Source: an optimization exercise on an open RTL-to-GDS flow (aim: small area and few clock cycles). Production flows keep margins and buffers that such runs may drop.
In this exercise RTL edits were held to simulation tests only and were not proved equivalent to the original.
Power and IR drop assume default switching activity.

$ cat flow/config.mk
export PLATFORM = sky130hd
export DESIGN_NAME = fsk_dem
export DESIGN_NICKNAME = fsk_dem
export VERILOG_FILES = /design/flow/design.v
export SDC_FILE = /design/flow/constraint.sdc
export NUM_CORES = 4
export LEC_CHECK = 0
export CAP_MARGIN = 20
export CORE_MARGIN = 2
export CORE_UTILIZATION = 40
export PLACE_DENSITY = 0.6
export SLEW_MARGIN = 20
$ cat flow/constraint.sdc
create_clock -name core_clock -period 10.0 [get_ports {clk}]
set_input_delay 2.0000 -clock core_clock [delete_from_list [all_inputs] [get_ports {clk}]]
set_output_delay 2.0000 -clock core_clock [all_outputs]
set_load 0.01 [all_outputs]
$ cat flow/design.v
module fsk_dem (
    input  wire        clk,
    input  wire        rst,           
    input  wire        cmd_valid,
    output wire        cmd_ready,
    input  wire [31:0] cmd_data,
    input  wire        det_space,
    input  wire        det_mark,
    output reg         out_valid,
    input  wire        out_ready,
    output reg  [7:0]  out_data,
    input  wire [11:0] rd_addr,
    output reg  [31:0] rd_data
);
    localparam [2:0] S_IDLE = 3'd0, S_PSPACE = 3'd1, S_PMARK = 3'd2,
                     S_DECODE = 3'd3, S_DONE = 3'd4, S_ERROR = 3'd5;
    localparam [7:0] E_ILLEGAL_CMD   = 8'h01, E_STATE        = 8'h02,
                     E_FRAME_LEN     = 8'h03, E_CFG_MISSING  = 8'h10,
                     E_CFG_SPF_ZERO  = 8'h11, E_CFG_SPF_RANGE = 8'h12,
                     E_PREAMBLE      = 8'h20;
    localparam [2:0] F_HDR = 3'd0, F_PAY = 3'd1, F_DIV_SPF = 3'd2,
                     F_CHK = 3'd3, F_DIV_K = 3'd4;
    reg        ill;
    reg [2:0]  d_state;
    reg [7:0]  d_cause;
    reg [31:0] d_fcmd;
    reg [31:0] d_baud, d_space, d_mark, d_sr, d_spf;
    reg [31:0] d_sr_eff, d_spf_eff, d_ksym;
    reg [31:0] d_clock, d_spaces, d_marks;
    reg [7:0]  d_acc;
    reg [3:0]  d_bitpos;
    reg [2:0]  phase;
    reg [31:0] hdr;           
    reg [15:0] remaining;     
    reg [31:0] pay0;          
    reg [31:0] st_sr;         
    reg [31:0] st_spf;        
    reg [31:0] dv_quo;        
    reg [47:0] dv_rem;
    reg [47:0] dv_div;
    reg [5:0]  dv_cnt;
    wire out_free  = !out_valid || out_ready;
    assign cmd_ready = (phase == F_HDR || phase == F_PAY) && out_free;
    wire take      = cmd_valid && cmd_ready;
    wire        in_hdr   = (phase == F_HDR);
    wire [31:0] h        = in_hdr ? cmd_data : hdr;
    wire [31:0] p0       = (phase == F_PAY && remaining == hdr[15:0]) ? cmd_data : pay0;
    wire        last     = take && (in_hdr ? (cmd_data[15:0] == 16'd0) : (remaining == 16'd1));
    wire [3:0]  h_u = h[31:28];
    wire [3:0]  h_o = h[27:24];
    wire [7:0]  h_a = h[23:16];
    wire [15:0] h_l = h[15:0];
    reg legal;
    always @(*) begin
        case (h_o)
            4'h1:    legal = (h_a <= 8'd4) && (h_l == 16'd1);
            4'h2:    legal = (h_a == 8'd0) && (h_l == 16'd0);
            4'h3:    legal = (h_a == 8'd0);
            4'h4:    legal = (h_a == 8'd0) && (h_l == 16'd0);
            4'h5:    legal = (h_a <= 8'd3) && (h_l == 16'd0);
            4'hF:    legal = (h_a == 8'd0) && (h_l == 16'd0);
            default: legal = 1'b0;
        endcase
    end
    wire running = (d_state == S_PSPACE) || (d_state == S_PMARK) || (d_state == S_DECODE);
    wire [1:0] cls     = (h_o == 4'h5) ? h_a[1:0] : {det_mark, det_space};
    wire       c_space = (cls == 2'b01);
    wire       c_mark  = (cls == 2'b10);
    wire [31:0] clk_inc    = d_clock + 32'd1;
    wire        boundary   = (clk_inc >= d_ksym);
    wire [31:0] spaces_nxt = d_spaces + {31'd0, c_space};
    wire [31:0] marks_nxt  = d_marks  + {31'd0, c_mark};
    wire        bit_dec    = (marks_nxt > spaces_nxt);
    wire [31:0] err_dec    = bit_dec ? spaces_nxt : marks_nxt;
    wire [7:0]  acc_nxt    = {bit_dec, d_acc[7:1]};
    wire [3:0]  bitpos_nxt = d_bitpos + 4'd1;
    wire [15:0] frame_len  = d_spf_eff[16:1] + {15'd0, d_spf_eff[0]};
    wire        cfg_missing = (d_baud == 32'd0) || (d_space == 32'd0) || (d_mark == 32'd0);
    wire [31:0] sr_sel      = (d_sr == 32'd0) ? 32'd8000 : d_sr;
    wire [34:0] baud_x5     = {3'd0, d_baud} + {1'd0, d_baud, 2'd0};
    wire [47:0] spf_x_baud  = st_spf[15:0] * d_baud;
    wire [48:0] dv_shift = {dv_rem[47:0], dv_quo[31]};
    wire        dv_ge    = (dv_shift >= {1'b0, dv_div});
    wire [47:0] dv_sub   = dv_shift[47:0] - dv_div;
    task automatic fault(input [7:0] cause);
        begin
            d_state <= S_ERROR;
            d_cause <= cause;
            d_fcmd  <= h;
        end
    endtask
    task automatic reset_unit;
        begin
            d_state   <= S_IDLE;
            d_cause   <= 8'd0;
            d_fcmd    <= 32'd0;
            d_baud    <= 32'd0;
            d_space   <= 32'd0;
            d_mark    <= 32'd0;
            d_sr      <= 32'd0;
            d_spf     <= 32'd0;
            d_sr_eff  <= 32'd0;
            d_spf_eff <= 32'd0;
            d_ksym    <= 32'd0;
            d_clock   <= 32'd0;
            d_spaces  <= 32'd0;
            d_marks   <= 32'd0;
            d_acc     <= 8'd0;
            d_bitpos  <= 4'd0;
        end
    endtask
    task automatic start_k_division;
        begin
            dv_quo <= st_sr - 32'd1;
            dv_rem <= 48'd0;
            dv_div <= spf_x_baud;
            dv_cnt <= 6'd0;
            phase  <= F_DIV_K;
        end
    endtask
    always @(posedge clk) begin
        if (rst) begin
            ill       <= 1'b0;
            reset_unit;
            phase     <= F_HDR;
            hdr       <= 32'd0;
            remaining <= 16'd0;
            pay0      <= 32'd0;
            out_valid <= 1'b0;
            out_data  <= 8'd0;
            st_sr     <= 32'd0;
            st_spf    <= 32'd0;
            dv_quo    <= 32'd0;
            dv_rem    <= 48'd0;
            dv_div    <= 48'd0;
            dv_cnt    <= 6'd0;
        end else begin
            if (out_valid && out_ready)
                out_valid <= 1'b0;
            case (phase)
            F_HDR, F_PAY: begin
                if (take) begin
                    if (in_hdr) begin
                        hdr       <= cmd_data;
                        remaining <= cmd_data[15:0];
                        if (cmd_data[15:0] != 16'd0)
                            phase <= F_PAY;
                    end else begin
                        if (remaining == hdr[15:0])
                            pay0 <= cmd_data;
                        remaining <= remaining - 16'd1;
                        if (remaining == 16'd1)
                            phase <= F_HDR;
                    end
                end
                if (last) begin
                    if (h_u == 4'd0) begin
                        if (h_o == 4'd0) begin
                        end else if (h_o == 4'd1 && h_a == 8'd0 && h_l == 16'd0) begin
                            reset_unit;              
                            ill <= 1'b0;
                        end else begin
                            ill <= 1'b1;
                        end
                    end else if (h_u == 4'd1) begin
                    end else if (h_u != 4'd2) begin
                        ill <= 1'b1;
                    end else if (!legal) begin
                        if (d_state != S_ERROR)
                            fault(E_ILLEGAL_CMD);
                    end else if (h_o == 4'hF) begin
                        reset_unit;                  
                    end else if (d_state == S_ERROR) begin
                    end else if ((h_o == 4'h1 || h_o == 4'h2) ? (d_state != S_IDLE) : !running) begin
                        fault(E_STATE);
                    end else begin
                        case (h_o)
                        4'h1: begin                  
                            case (h_a[2:0])
                                3'd0: d_baud  <= p0;
                                3'd1: d_space <= p0;
                                3'd2: d_mark  <= p0;
                                3'd3: d_sr    <= p0;
                                default: d_spf <= p0;
                            endcase
                        end
                        4'h2: begin                  
                            if (cfg_missing) begin
                                fault(E_CFG_MISSING);
                            end else begin
                                st_sr <= sr_sel;
                                if (d_spf == 32'd0) begin
                                    dv_quo <= sr_sel;
                                    dv_rem <= 48'd0;
                                    dv_div <= {13'd0, baud_x5};
                                    dv_cnt <= 6'd0;
                                    phase  <= F_DIV_SPF;
                                end else begin
                                    st_spf <= d_spf;
                                    phase  <= F_CHK;
                                end
                            end
                        end
                        4'h4: begin                  
                            d_state <= S_DONE;
                        end
                        default: begin               
                            if (h_o == 4'h3 && h_l != frame_len) begin
                                fault(E_FRAME_LEN);
                            end else begin
                                case (d_state)
                                S_PSPACE: begin
                                    if (c_mark) begin
                                        d_clock <= 32'd0;
                                        d_state <= S_PMARK;
                                    end
                                end
                                S_PMARK: begin
                                    if (!c_mark) begin
                                        fault(E_PREAMBLE);
                                    end else if (boundary) begin
                                        d_clock <= 32'd0;
                                        d_state <= S_DECODE;
                                    end else begin
                                        d_clock <= clk_inc;
                                    end
                                end
                                default: begin       
                                    if (boundary) begin
                                        d_spaces <= 32'd0;
                                        d_marks  <= 32'd0;
                                        d_clock  <= err_dec;
                                        if (bitpos_nxt == 4'd8) begin
                                            out_valid <= 1'b1;
                                            out_data  <= acc_nxt;
                                            d_acc     <= 8'd0;
                                            d_bitpos  <= 4'd0;
                                        end else begin
                                            d_acc     <= acc_nxt;
                                            d_bitpos  <= bitpos_nxt;
                                        end
                                    end else begin
                                        d_spaces <= spaces_nxt;
                                        d_marks  <= marks_nxt;
                                        d_clock  <= clk_inc;
                                    end
                                end
                                endcase
                            end
                        end
                        endcase
                    end
                end
            end
            F_DIV_SPF, F_DIV_K: begin
                dv_rem <= dv_ge ? dv_sub : dv_shift[47:0];
                dv_quo <= {dv_quo[30:0], dv_ge};
                dv_cnt <= dv_cnt + 6'd1;
                if (dv_cnt == 6'd31) begin
                    if (phase == F_DIV_SPF) begin
                        st_spf <= {dv_quo[30:0], dv_ge};
                        phase  <= F_CHK;
                    end else begin
                        d_sr_eff  <= st_sr;
                        d_spf_eff <= st_spf;
                        d_ksym    <= {dv_quo[30:0], dv_ge} + 32'd1;
                        d_clock   <= 32'd0;
                        d_spaces  <= 32'd0;
                        d_marks   <= 32'd0;
                        d_acc     <= 8'd0;
                        d_bitpos  <= 4'd0;
                        d_state   <= S_PSPACE;
                        phase     <= F_HDR;
                    end
                end
            end
            F_CHK: begin
                if (st_spf == 32'd0) begin
                    fault(E_CFG_SPF_ZERO);
                    phase <= F_HDR;
                end else if (st_spf > 32'd65535) begin
                    fault(E_CFG_SPF_RANGE);
                    phase <= F_HDR;
                end else begin
                    start_k_division;
                end
            end
            default: phase <= F_HDR;
            endcase
        end
    end
    always @(*) begin
        case (rd_addr)
            12'h000: rd_data = {29'd0, d_state == S_ERROR, 1'b0, ill};
            12'h200: rd_data = {16'd0, d_cause, 5'd0, d_state};
            12'h204: rd_data = d_fcmd;
            12'h210: rd_data = d_baud;
            12'h214: rd_data = d_space;
            12'h218: rd_data = d_mark;
            12'h21C: rd_data = d_sr;
            12'h220: rd_data = d_spf;
            12'h230: rd_data = d_sr_eff;
            12'h234: rd_data = d_spf_eff;
            12'h238: rd_data = d_ksym;
            12'h240: rd_data = d_clock;
            12'h244: rd_data = d_spaces;
            12'h248: rd_data = d_marks;
            12'h24C: rd_data = {24'd0, d_acc};
            12'h250: rd_data = {28'd0, d_bitpos};
            default: rd_data = 32'd0;
        endcase
    end
endmodule
$ cat flow/run.sh
#!/bin/bash
# synth_recipe.tcl (not shown) runs the flow's synth.tcl, then flattens the netlist and writes it again
# the make line also repeats each setting of config.mk as NAME=value (left out here)
make -C /OpenROAD-flow-scripts/flow DESIGN_CONFIG=/design/flow/config.mk WORK_HOME=/design/flow/orfs CLKGATE_MAP_FILE= SYNTH_SCRIPT=/design/flow/synth_recipe.tcl finish
==> report_table.html <==
<table>
<tr><th>Metric</th><th>Value</th></tr>
<tr><th colspan="2">Clocking</th></tr>
<tr><td>Longest Clk Path Bufs</td><td>3</td></tr>
<tr><td>Clock sink count</td><td>694</td></tr>
<tr><td>Buffers inserted during post-CTS setup optimization</td><td>0</td></tr>
<tr><td>Cell chosen for the clock root</td><td>clkbuf_16</td></tr>
<tr><td>Clock tree from TritonCTS</td><td>built</td></tr>
<tr><td>Resize count post-CTS</td><td>0</td></tr>
<tr><td># hold bufs at CTS</td><td>0</td></tr>
<tr><td>Clock slew at the register clock pins of the worst setup and hold paths</td><td>0.06 ns</td></tr>
<tr><td>Number of CTS-inserted buffers</td><td>85</td></tr>
<tr><td>Worst skew pair latency</td><td>0.74 ns</td></tr>
<tr><td>CTS H-tree lvls</td><td>3</td></tr>
<tr><th colspan="2">Placed design</th></tr>
<tr><td>Number of port buffers</td><td>91</td></tr>
<tr><td>Detail Placement HPWL</td><td>171900 um</td></tr>
<tr><td>Count of placed standard cells including taps</td><td>8966</td></tr>
<tr><td>Global placement routability congestion</td><td>1.012</td></tr>
<tr><th colspan="2">Power</th></tr>
<tr><td>IR drop worst, VDD</td><td>0.0001208 V</td></tr>
<tr><td>Reported net switching power</td><td>0.001634 W</td></tr>
<tr><td>Clock power frac</td><td>51.0%</td></tr>
<tr><td>Sequential share of power</td><td>43.6%</td></tr>
<tr><td>Total design power</td><td>0.006423 W</td></tr>
<tr><td>Logic pwr share</td><td>5.4%</td></tr>
<tr><td>Net switching share of the total power</td><td>25.43%</td></tr>
<tr><td>Leakage power</td><td>25.34 nW</td></tr>
<tr><td>Ratio of total power to cell area</td><td>102.4 nW/um2</td></tr>
<tr><td>Internal power consumption</td><td>0.004789 W</td></tr>
<tr><th colspan="2">GRT</th></tr>
<tr><td>Largest net degree at the start of global routing</td><td>170</td></tr>
<tr><td>Via count of the first global-routing pass</td><td>52230</td></tr>
<tr><td>Global-route wire length before repair</td><td>341300 um</td></tr>
<tr><td>Global-route usage over all layers</td><td>30.69%</td></tr>
<tr><td>Total congestion overflow after global routing</td><td>0</td></tr>
<tr><td>Antenna violations before repair</td><td>3</td></tr>
<tr><th colspan="2">Synth</th></tr>
<tr><td>Synth top area share</td><td>24.23%</td></tr>
<tr><td>Number of nets in the synthesized netlist</td><td>8125</td></tr>
<tr><td>Number of flops mapped to enable cells by yosys</td><td>0</td></tr>
<tr><td>Number of different library cells in the post-synthesis netlist</td><td>90</td></tr>
<tr><td>Most used flip-flop cell after synthesis</td><td>dfxtp_1</td></tr>
<tr><td>Leading area contributor after synthesis</td><td>dfxtp_1</td></tr>
<tr><td>Total of flip-flops plus latches after synthesis</td><td>694</td></tr>
<tr><td>Synthesized area divided by synthesized cell count</td><td>7.770 um2</td></tr>
<tr><td>Synth top area cells</td><td>dfxtp_1 24%, fa_1 15%, nand2_1 8.2%, ha_1 6.0%, a21oi_1 5.6%</td></tr>
<tr><td>Synth Warn #</td><td>1</td></tr>
<tr><td>Part of the Yosys area used for sequential elements</td><td>24.23%</td></tr>
<tr><td>Cell Area, Synth</td><td>57350 um2</td></tr>
<tr><td>Top-count cell post-synth</td><td>nand2_1</td></tr>
<tr><td>Fraction of synthesis flops using an asynchronous set or reset pin</td><td>0%</td></tr>
<tr><td>Top cells by count, synth</td><td>1249 x nand2_1, 694 x dfxtp_1, 642 x a21oi_1, 617 x inv_1, 528 x nor2_1</td></tr>
<tr><td>Synth Instances</td><td>7380</td></tr>
<tr><th colspan="2">Status</th></tr>
<tr><td>Outcome</td><td>complete, no violations</td></tr>
<tr><th colspan="2">Worst setup path</th></tr>
<tr><td>Startpoint type of the worst setup path</td><td>primary input</td></tr>
<tr><td>Biggest fanout along the worst timing path</td><td>26</td></tr>
<tr><td>Reg2Reg Launch Point</td><td>d_baud[1]</td></tr>
<tr><td>R2R Setup Slk</td><td>2.24 ns</td></tr>
<tr><td>Worst reg2reg endpoint</td><td>dv_div[42]</td></tr>
<tr><td>Kind of end point of the critical path</td><td>flip-flop</td></tr>
<tr><td>Worst r2r path cells</td><td>24</td></tr>
<tr><td>Crit path required time</td><td>10.65 ns</td></tr>
<tr><td>Critical path class</td><td>primary input to flip-flop</td></tr>
<tr><td>Worst Setup SP</td><td>cmd_data[27]</td></tr>
<tr><td>Arrival time reported for the critical path endpoint</td><td>8.84 ns</td></tr>
<tr><th colspan="2">Finish</th></tr>
<tr><td>Nets</td><td>7908</td></tr>
<tr><td>Layout overhead on the synthesized area</td><td>9.353%</td></tr>
<tr><td>Leading registers by flop count</td><td>dv_div: 48 flops, dv_rem: 48 flops</td></tr>
<tr><td>Fraction of layout cells with a size suffix above 1</td><td>5.976%</td></tr>
<tr><td>Final cell count without fillers</td><td>9120</td></tr>
<tr><th colspan="2">Route</th></tr>
<tr><td>Remaining antenna violation count</td><td>0</td></tr>
<tr><td>Drt wl/cell</td><td>25.18 um</td></tr>
<tr><td>Total vias in the final route</td><td>54530</td></tr>
<tr><td>First-iteration detailed-routing DRC count</td><td>6474</td></tr>
<tr><td>Router iterations before antenna repair</td><td>8</td></tr>
<tr><td>Number of remaining DRC errors</td><td>0</td></tr>
<tr><td>Total wire length</td><td>229700 um</td></tr>
<tr><td>Vias per Instance</td><td>5.979</td></tr>
<tr><th colspan="2">Timing</th></tr>
<tr><td>Maximum clock rate</td><td>122.1 MHz</td></tr>
<tr><td>Final count of pins violating max slew</td><td>0</td></tr>
<tr><td>Setup Viol. Count Final</td><td>0</td></tr>
<tr><td>Final critical-path required period</td><td>8.192 ns</td></tr>
<tr><td>Slew at the pin closest to its max-slew limit</td><td>1.226 ns</td></tr>
<tr><td>Unrepaired setup endpoints after global routing</td><td>no</td></tr>
<tr><td>Post-route worst hold slack</td><td>0.4521 ns</td></tr>
<tr><td>Clock tree skew after final layout</td><td>0.05740 ns</td></tr>
<tr><td>Setup TNS after final layout</td><td>0 ns</td></tr>
<tr><td>Fin crit share</td><td>81.92%</td></tr>
<tr><td>Normalized max-slew margin</td><td>18.17%</td></tr>
<tr><td>Fin. Hold Viols</td><td>0</td></tr>
<tr><th colspan="2">Floorplan</th></tr>
<tr><td>Die width</td><td>382.6 um</td></tr>
<tr><td>Area enclosed by the die boundary</td><td>146400 um2</td></tr>
<tr><td>Starting density of the core</td><td>40.40%</td></tr>
<tr><td>I/O pin total</td><td>92</td></tr>
<tr><td>Height of the die</td><td>382.6 um</td></tr>
<tr><td>Row Count</td><td>138</td></tr>
<tr><td>Core Region</td><td>141900 um2</td></tr>
<tr><th colspan="2">Flow run</th></tr>
<tr><td>Max-cap violations</td><td>0</td></tr>
<tr><th colspan="2">Worst hold path</th></tr>
<tr><td>Hold Path End</td><td>pay0[14]</td></tr>
<tr><td>Hold-critical path depth</td><td>2</td></tr>
<tr><td>Min-Delay Path Class</td><td>flip-flop to flip-flop</td></tr>
<tr><td>Worst hold path startpoint</td><td>pay0[14]</td></tr>
</table>
==> per-stage QoR <==
stage | worst slack, ns | util [%] | area (um2)
6_report | 1.808 | 44.18 | 62710
5_1_grt | 1.336 | 44.18 | 62710
4_1_cts | 1.962 | 44.18 | 62710
3_5_place_dp | 1.219 | 42.14 | 59810
3_3_place_gp | 1.275 | 42.13 | 59790
2_1_floorplan | 2.807 | - | 57350
==> critical path, cell delays in order <==
cell and delay, ns:
clkdlybuf4s50_1 0.56, mux2i_1 0.38, nand3_1 0.21, o21ai_0 0.50
ha_1 0.30, ha_1 0.26, nand2_1 0.10, nor3_1 0.57
nand3_1 0.28, nor2_1 0.37, nand3_1 0.25, nor2_1 0.19
xnor2_1 0.12, ha_1 0.32, nand4_1 0.16, nor3_1 0.41
nand4_1 0.20, nor4_1 0.54, a31oi_4 0.08, buf_4 0.25
and2_1 0.18, o21ba_2 0.20, nor4_1 0.24, a31o_2 0.14
==> per-layer routing <==
layer | part of all wire (%) | up-vias | routed length [um] | track usage, %
met2 | 43 | 2718 | 99180 | 46.65
met1 | 42 | 26660 | 96550 | 41.59
met4 | 5.6 | 0 | 12890 | 15.23
met3 | 9.2 | 486 | 21050 | 5.787
li1 | - | 24660 | - | -
met5 | 0 | - | 0 | 0
==> worst max path at each step <==
stage	slack, ns	to	depth (start not counted)
2_1_floorplan	2.81	d_clock[13]	26
3_3_place_gp	1.27	d_clock[7]	24
3_5_place_dp	1.22	d_clock[7]	24
4_1_cts	1.96	d_clock[24]	24
5_1_grt	1.34	d_clock[24]	24
6_report	1.81	d_clock[24]	24
==> power groups by stage <==
stage	Combinational (W)	Clock, W	Sequential (W)
after floorplan	0.000216	0	0.00285
after global placement	0.000335	0	0.00286
after detailed placement	0.000336	0	0.00286
after CTS	0.000337	0.00330	0.00280
after global routing	0.000366	0.00341	0.00280
final	0.000344	0.00328	0.00280
==> cell type report <==
type,instances,area [um2]
antenna,1,2.502
clock inverter,34,454.2
sequential,694,13900
fill,14350,79220
tap,1890,2365
clock buffer,119,2446
multi-input combinational,5549,39320
timing repair buffer,214,1902
inverter,619,2323
==> cell families after synthesis <==
group	Yosys count	synth area share [%]
AO/OA/AOI/OAI	1585	17.69
AND/OR/NAND/NOR	2852	23.03
multiplexers	140	2.564
buffers and inverters	1137	7.545
XOR/XNOR	277	4.279
adder cells (fa/ha/maj)	695	20.66
flip-flops	694	24.23
==> layout by cell type (no fill, tap or decap), drive strengths merged, types with 44 or more instances in the layout <==
| cell type | n |
|---|---|
| nand2 | 1249 |
| dfxtp | 694 |
| a21oi | 644 |
| inv | 622 |
| nor2 | 528 |
| fa | 420 |
| ha | 275 |
| nand3 | 239 |
| and2 | 238 |
| o21ai | 207 |
| xnor2 | 182 |
| a22oi | 146 |
| buf | 124 |
| clkbuf | 119 |
| nand4 | 107 |
| nor3 | 99 |
| xor2 | 93 |
| a211oi | 93 |
| mux2i | 91 |
| a21o | 91 |
| clkdlybuf4s50 | 90 |
| nor4 | 83 |
| a222oi | 56 |
| nor2b | 56 |
| mux2 | 49 |
| or3 | 48 |
| and3 | 44 |
Testbench counts, summed over its fixed seeds: cycles 100,728.

[separate check: timing with driven ports]
How much do the figures lean on ideal ports? The routed layout below was timed once more, with nothing changed but the port constraints.
Step 1 assumes that a clkbuf_16 drives the clock port and a buf_2 every other input.
Step 2 moves the port delays by t, midway between the first and last clock arrival at a register: inputs arrive t later, outputs are due t later. That takes back most of the time a late clock gives input paths.
a / b / c = no drivers / after step 1 / after step 2; a / b = the first two.
shift t [ns]: 0.790
setup WS [ns]: 1.808 / 1.871 / 1.080
worst setup path at the end: input to register
After both steps setup and hold are still met in this run. For this run, drivers alone change the setup slack by +0.063 ns; drivers and shift together by -0.728 ns.
